What follows belongs to an exercise in optimizing a design on an open flow for small area; a production flow would make more cautious choices.
RTL that was checked went through simulation tests only; none was proved equivalent to the original.
Power and IR drop assume default switching activity.

== rev 12 ==
Design ict_seq, start of the top module:
module ict_seq (
    input  wire        clk,
    input  wire        rst,
    input  wire        cmd_valid,
    output wire        cmd_ready,
    input  wire [2:0]  cmd_op,
    input  wire [23:0] cmd_addr,
    input  wire [15:0] cmd_len,
    input  wire [3:0]  cmd_step,
    input  wire        cmd_wide,
    input  wire        cmd_big,
    input  wire [31:0] cmd_seed,
    input  wire [15:0] cmd_mask,
    input  wire [31:0] cmd_crc,
    output wire        bus_req_valid,
    input  wire        bus_req_ready,
    output wire        bus_req_we,
    output wire [23:0] bus_req_addr,
    output wire [15:0] bus_req_wdata,
    output wire        bus_req_wide,
    input  wire        bus_rsp_valid,
    input  wire [15:0] bus_rsp_rdata,
    output wire        res_valid,
    output wire [1:0]  res_code,
    output wire [31:0] res_value,
    output wire [23:0] res_addr,
    output wire [15:0] res_exp,
    output wire [15:0] res_act,
    output wire [1:0]  res_pass
);
clock: 10.0 ns
lec_check: 0
cap_margin: 0
core_margin: 2
core_utilization: 30
gpl_routability_driven: 0
gpl_timing_driven: 0
place_density: 0.8
slew_margin: 0
standard.sh (not shown) runs the stock make flow with config.mk's settings and CLKGATE_MAP_FILE= SYNTH_SCRIPT=/design/flow/synth_recipe.tcl, a recipe that flattens the netlist after the stock synthesis.
==> flow/flow/run.sh <==
#!/bin/bash
# The standard layout (standard.sh, unchanged synthesis), with two
# layout settings changed through the ORFS environment:
#  - the port buffers use the smallest buffer cell (sky130_fd_sc_hd__buf_1);
#  - the clock tree uses clkbuf_8 buffers and no dummy loads.
# make's full output goes to standard.log; ORFS keeps each step's log
# under orfs/logs.
set -o pipefail
export BUFFER_PORTS_ARGS="-buffer_cell sky130_fd_sc_hd__buf_1"
export CTS_ARGS="-sink_clustering_enable -repair_clock_nets -dont_use_dummy_load -buf_list sky130_fd_sc_hd__clkbuf_8 "
bash standard.sh > standard.log 2>&1
Rev 12 went all the way through the flow, and no timing, DRC or antenna check failed.
Here is what was changed in the inputs of rev 13 compared with rev 12.
--- a/flow/flow/run.sh
+++ b/flow/flow/run.sh
@@ -2,2 +2,5 @@
-# The standard layout (standard.sh, unchanged synthesis), with two
-# layout settings changed through the ORFS environment:
+# The standard layout (standard.sh: ORFS with the standard flow's synthesis script),
+# with three layout settings changed through the ORFS environment:
+#  - synthesis maps the logic with ABC's area-oriented mapper (amap) instead
+#    of ORFS's delay-oriented script; every other step, and every register
+#    with its name and cell type, is as in the standard synthesis;
@@ -8 +11,7 @@
-set -o pipefail
+set -eo pipefail
+here=$(pwd)
+rm -rf "$here/orfs_scripts"
+cp -r "$FLOW_HOME/scripts" "$here/orfs_scripts"
+printf '%s\n' strash '&get -n' '&fraig -x' '&put' scorr dc2 strash 'dch -f' 'amap -m' \
+    > "$here/orfs_scripts/abc_speed.script"
+export SCRIPTS_DIR="$here/orfs_scripts"
@@ -10 +19 @@
-export CTS_ARGS="-sink_clustering_enable -repair_clock_nets -dont_use_dummy_load -buf_list sky130_fd_sc_hd__clkbuf_8 "
+export CTS_ARGS="-sink_clustering_enable -repair_clock_nets -dont_use_dummy_load -buf_list sky130_fd_sc_hd__clkbuf_8"
--- a/flow/config.mk
+++ b/flow/config.mk
@@ -11,3 +11 @@
-export GPL_ROUTABILITY_DRIVEN = 0
-export GPL_TIMING_DRIVEN = 0
-export PLACE_DENSITY = 0.8
+export PLACE_DENSITY = 0.6
==> notes.md <==
- Looking at number of vias in the routed layout across rev 13 and rev 12, the one that comes out higher is rev 12.
- Total power: rev 13 below rev 12
- The final worst-path setup slack number comes out lower for rev 12 vs rev 13.
- Kind of critical path: in2out -> rev 12, reg2out -> rev 13
- Well-tap cell count in rev 13 is 52 lower than in rev 12
- First element of the critical path: bus_rsp_rdata[4] -> rev 12, op[1]$_DFFE_PP_ -> rev 13
- | adder and majority gate portion of the synthesized area | lower: rev 12 |
- Compared with rev 12, post-layout instance area in rev 13 decreased by more than 10%.

ict_seq, a different RTL version from the one above (not shown whole).
Size in the first run: roughly 180 flip-flops, about 290 I/O pins.
clock: 10.0 ns
lec_check: 0
cap_margin: 20
core_margin: 2
core_utilization: 40
place_density: 0.6
slew_margin: 20
==> flow/flow/run.sh <==
#!/bin/bash
# Standard layout, with the port buffers made from the smallest buffer cell
# and a clock tree of clkbuf_16 without dummy loads.
set -o pipefail
export BUFFER_PORTS_ARGS="-buffer_cell sky130_fd_sc_hd__buf_1"
export CTS_ARGS="-sink_clustering_enable -repair_clock_nets -dont_use_dummy_load -buf_list sky130_fd_sc_hd__clkbuf_16"
bash standard.sh > standard.log 2>&1
Edit:
==> flow/flow/run.sh (replaced) <==
#!/bin/bash
# Standard layout, with the port buffers made from the smallest buffer cell
# and a clock tree of clkbuf_8 without dummy loads.
set -o pipefail
export BUFFER_PORTS_ARGS="-buffer_cell sky130_fd_sc_hd__buf_1"
export CTS_ARGS="-sink_clustering_enable -repair_clock_nets -dont_use_dummy_load -buf_list sky130_fd_sc_hd__clkbuf_8"
bash standard.sh > standard.log 2>&1
The new run passed the timing, DRC and antenna checks; die area does not change; maximum frequency barely changes; combinational power barely changes; via count is about the same; power decreases by roughly a tenth; worst hold slack barely changes; area after synthesis is unchanged.
Function was not checked in any run of this note: the RTL went through the layout flow alone.

Another version of the RTL of ict_seq (not shown whole).
Size in the first run: ~180 flip-flops, ~290 I/O pins, about 10000 um^2 of cells after synthesis.
export LEC_CHECK = 0
export CAP_MARGIN = 20
export CORE_MARGIN = 2
export CORE_UTILIZATION = 40
export PLACE_DENSITY = 0.6
export SLEW_MARGIN = 20
create_clock -name core_clock -period 10.0 [get_ports {clk}]
run.sh (not shown) runs the stock make flow with config.mk's settings and CLKGATE_MAP_FILE= SYNTH_SCRIPT=/design/flow/synth_recipe.tcl, a recipe that flattens the netlist after the stock synthesis.
Stock flow here: none of the scripts above is used.
The starting point ran to the end with no violations.
Change:
==> flow/flow/run.sh (new file) <==
#!/bin/bash
# The standard layout (standard.sh: ORFS with the standard flow's synthesis script),
# with three layout settings changed through the ORFS environment:
#  - synthesis maps the logic with ABC's area-oriented mapper (amap) instead
#    of ORFS's delay-oriented script; every other step, and every register
#    with its name and cell type, is as in the standard synthesis;
#  - the port buffers use the smallest buffer cell (sky130_fd_sc_hd__buf_1);
#  - the clock tree uses clkbuf_8 buffers and no dummy loads.
# make's full output goes to standard.log; ORFS keeps each step's log
# under orfs/logs.
set -eo pipefail
here=$(pwd)
rm -rf "$here/orfs_scripts"
cp -r "$FLOW_HOME/scripts" "$here/orfs_scripts"
printf '%s\n' strash '&get -n' '&fraig -x' '&put' scorr dc2 strash 'dch -f' 'amap -m' \
    > "$here/orfs_scripts/abc_speed.script"
export SCRIPTS_DIR="$here/orfs_scripts"
export BUFFER_PORTS_ARGS="-buffer_cell sky130_fd_sc_hd__buf_1"
export CTS_ARGS="-sink_clustering_enable -repair_clock_nets -dont_use_dummy_load -buf_list sky130_fd_sc_hd__clkbuf_8"
bash standard.sh > standard.log 2>&1
==> flow/standard.sh (new file) <==
#!/bin/bash
# synth_recipe.tcl (not shown) runs the flow's synth.tcl, then flattens the netlist and writes it again
# the make line also repeats each setting of config.mk as NAME=value (left out here)
make -C /OpenROAD-flow-scripts/flow DESIGN_CONFIG=/design/flow/config.mk WORK_HOME=/design/flow/orfs CLKGATE_MAP_FILE= SYNTH_SCRIPT=/design/flow/synth_recipe.tcl "${@:-finish}"
CAP_MARGIN = 0   (was 20)
CORE_UTILIZATION = 30   (was 40)
SLEW_MARGIN = 0   (was 20)
removed: flow/run.sh
What happened: Count of clock-buffer cells in the layout falls by 1. Utilization decreases by 19 points. Die area increases by 15%. Cell area shrinks by 23%. Synthesized cell count shrinks by 20%. Clock power is lower by 42%. Wire length drops by 17%. Global-route usage falls by 7.0 points.
Change:
==> flow/flow/run.sh (replaced) <==
#!/bin/bash
# The standard layout (standard.sh, unchanged synthesis), with two
# layout settings changed through the ORFS environment:
#  - the port buffers use the smallest buffer cell (sky130_fd_sc_hd__buf_1);
#  - the clock tree uses clkbuf_8 buffers and no dummy loads.
# make's full output goes to standard.log; ORFS keeps each step's log
# under orfs/logs.
set -o pipefail
export BUFFER_PORTS_ARGS="-buffer_cell sky130_fd_sc_hd__buf_1"
export CTS_ARGS="-sink_clustering_enable -repair_clock_nets -dont_use_dummy_load -buf_list sky130_fd_sc_hd__clkbuf_8 "
bash standard.sh > standard.log 2>&1
Clock-buffer cell count does not change.
Design area climbs by roughly a tenth.
Routed wire length is higher by about a fifth.
Global-route usage rose by 0.78 points.
Die area rose by about a fifth.
Worst hold slack improved by 0.0093 ns.
Setup slack improved by 0.49 ns.
Total power rose by a few percent.
Register-to-register slack improves by 0.65 ns.
Sequential cell count stays the same.
Final cell count climbs by about a fifth.

Setup of wip/zinc:
RTL: one of the versions met above, not the one the previous note started from.
Size in the first run: about 1,100 cells after synthesis, about 180 flip-flops, ~290 I/O pins.
Settings: LEC_CHECK=0, CAP_MARGIN=0, CORE_MARGIN=2, CORE_UTILIZATION=30, PLACE_DENSITY=0.45, SLEW_MARGIN=0; clock period 10.0 ns.
standard.sh (not shown) runs the stock make flow with config.mk's settings and CLKGATE_MAP_FILE= SYNTH_SCRIPT=/design/flow/synth_recipe.tcl, a recipe that flattens the netlist after the stock synthesis.
==> flow/flow/run.sh <==
#!/bin/bash
# The standard layout (standard.sh, unchanged synthesis), with two
# layout settings changed through the ORFS environment:
#  - the port buffers use the smallest buffer cell (sky130_fd_sc_hd__buf_1);
#  - the clock tree uses clkbuf_8 buffers and no dummy loads.
# make's full output goes to standard.log; ORFS keeps each step's log
# under orfs/logs.
set -o pipefail
export BUFFER_PORTS_ARGS="-buffer_cell sky130_fd_sc_hd__buf_1"
export CTS_ARGS="-sink_clustering_enable -repair_clock_nets -dont_use_dummy_load -buf_list sky130_fd_sc_hd__clkbuf_8 "
bash standard.sh > standard.log 2>&1
wip/zinc went all the way through the flow, and no timing, DRC or antenna check failed.
What wip/willow does differently from wip/zinc at the input level:
- a change of PLACE_DENSITY from 0.45 to 0.6
diff --git a/flow/flow/run.sh b/flow/flow/run.sh
--- a/flow/flow/run.sh
+++ b/flow/flow/run.sh
@@ -8,4 +8,4 @@
 set -o pipefail
 export BUFFER_PORTS_ARGS="-buffer_cell sky130_fd_sc_hd__buf_1"
-export CTS_ARGS="-sink_clustering_enable -repair_clock_nets -dont_use_dummy_load -buf_list sky130_fd_sc_hd__clkbuf_8 "
+export CTS_ARGS="-sink_clustering_enable -repair_clock_nets -dont_use_dummy_load -buf_list sky130_fd_sc_hd__clkbuf_8 -sink_clustering_size 10"
 bash standard.sh > standard.log 2>&1
wip/zinc → wip/willow: average vias per placed instance shows an increase of 1.1%; sequential group share of total power shows an increase of 0.6 points; routed wire length shows a reduction of about 1.5%. For cell area after placement, wip/zinc and wip/willow come out practically identical. wip/willow vs. wip/zinc: hold slack went down by 27 ps. On worst relative slew slack, wip/zinc loses to wip/willow. Taking wip/zinc as the reference, in wip/willow portion of the layout cell area used by clock cells roughly the same, layout-stage area growth over the synthesis result roughly the same.
What wip/amber does differently from wip/willow at the input level:
==> flow/flow/run.sh <==
#!/bin/bash
# The standard layout (standard.sh, unchanged synthesis), with two
# layout settings changed through the ORFS environment:
#  - the port buffers use the smallest buffer cell (sky130_fd_sc_hd__buf_1);
#  - the clock tree uses clkbuf_16 buffers and no dummy loads.
# make's full output goes to standard.log; ORFS keeps each step's log
# under orfs/logs.
set -o pipefail
export BUFFER_PORTS_ARGS="-buffer_cell sky130_fd_sc_hd__buf_1"
export CTS_ARGS="-sink_clustering_enable -repair_clock_nets -dont_use_dummy_load -buf_list sky130_fd_sc_hd__clkbuf_16 -sink_clustering_size 40"
bash standard.sh > standard.log 2>&1
--- outcome ---
Final hold slack: wip/amber better than wip/willow. ~same combined global-route utilization of all metal layers in wip/willow and wip/amber. wip/amber against wip/willow: first-pass GRT wire length held; clock power share went up 4.7 points; number of standard cells after synthesis held; setup slack after placement held; setup slack of the critical path after layout went down 25 ps.
The following lists how wip/lagoon was set up differently from wip/amber:
- putting ABC_AREA at 1 where nothing was set
==> flow/flow/run.sh <==
#!/bin/bash
# The standard layout (standard.sh, unchanged synthesis), with two
# layout settings changed through the ORFS environment:
#  - the port buffers use the smallest buffer cell (sky130_fd_sc_hd__buf_1);
#  - the clock tree uses clkbuf_8 buffers and no dummy loads.
# make's full output goes to standard.log; ORFS keeps each step's log
# under orfs/logs.
set -o pipefail
export BUFFER_PORTS_ARGS="-buffer_cell sky130_fd_sc_hd__buf_1"
export CTS_ARGS="-sink_clustering_enable -repair_clock_nets -dont_use_dummy_load -buf_list sky130_fd_sc_hd__clkbuf_8 -sink_clustering_size 10"
bash standard.sh > standard.log 2>&1
### Flow results
- Having completed the whole flow, wip/lagoon delivered a layout that passed the timing, DRC and antenna checks.
- Of wip/lagoon and wip/amber, wip/lagoon shows the higher synthesized area, with wip/amber below it.
- met3 track utilization from global routing for wip/lagoon is lower than for wip/amber.
- wip/lagoon vs wip/amber — via count climbed by a few percent
- Of wip/lagoon and wip/amber, it is wip/lagoon that has the lower growth of design area from synthesis to finish.

port drivers added, routing unchanged:
No port has a modelled driver above. Below, the same layouts with a new extraction and two added sets of constraints. Step 1 assumes that a clkbuf_16 drives the clock port and a buf_2 every other input. Step 2 moves the port delays by t, midway between the first and last clock arrival at a register: inputs arrive t later, outputs are due t later. That takes back most of the time a late clock gives input paths. a / b / c = ideal / step 1 / step 2; a / b = the first two.
| run | t (ns) | setup WS [ns] | slew at the worst register clock pin (ns) | worst slew at a driven data input, ns |
|---|---|---|---|---|
| rev 12 | 0.522 | 3.448 / 3.426 / 3.426 | 0.11 / 0.11 | 0.07 |
| rev 13 | 0.502 | 3.723 / 3.676 / 4.126 | 0.10 / 0.10 | 0.07 |
| the first run of note 2 | 0.468 | 4.204 / 4.171 / 4.171 | 0.08 / 0.08 | 0.07 |
| the second run of note 2 | 0.496 | 4.190 / 4.157 / 4.157 | 0.12 / 0.12 | 0.08 |
| the first run of note 3 | 0.479 | 3.201 / 3.173 / 3.173 | 0.08 / 0.08 | 0.09 |
| the second run of note 3 | 0.488 | 3.210 / 3.165 / 3.516 | 0.10 / 0.10 | 0.08 |
| the third run of note 3 | 0.518 | 3.703 / 3.656 / 3.898 | 0.11 / 0.11 | 0.08 |
| wip/zinc | 0.516 | 3.699 / 3.676 / 3.676 | 0.12 / 0.12 | 0.07 |
| wip/willow | 0.497 | 3.630 / 3.606 / 3.606 | 0.11 / 0.11 | 0.07 |
| wip/amber | 0.477 | 3.605 / 3.582 / 3.582 | 0.08 / 0.08 | 0.07 |
| wip/lagoon | 0.522 | 4.595 / 4.547 / 4.547 | 0.12 / 0.12 | 0.06 |
After both steps setup and hold are still met in every run listed. The setup slack of wip/lagoon, which loses most, moves by -0.048 ns with the drivers and by -0.048 ns with both steps.
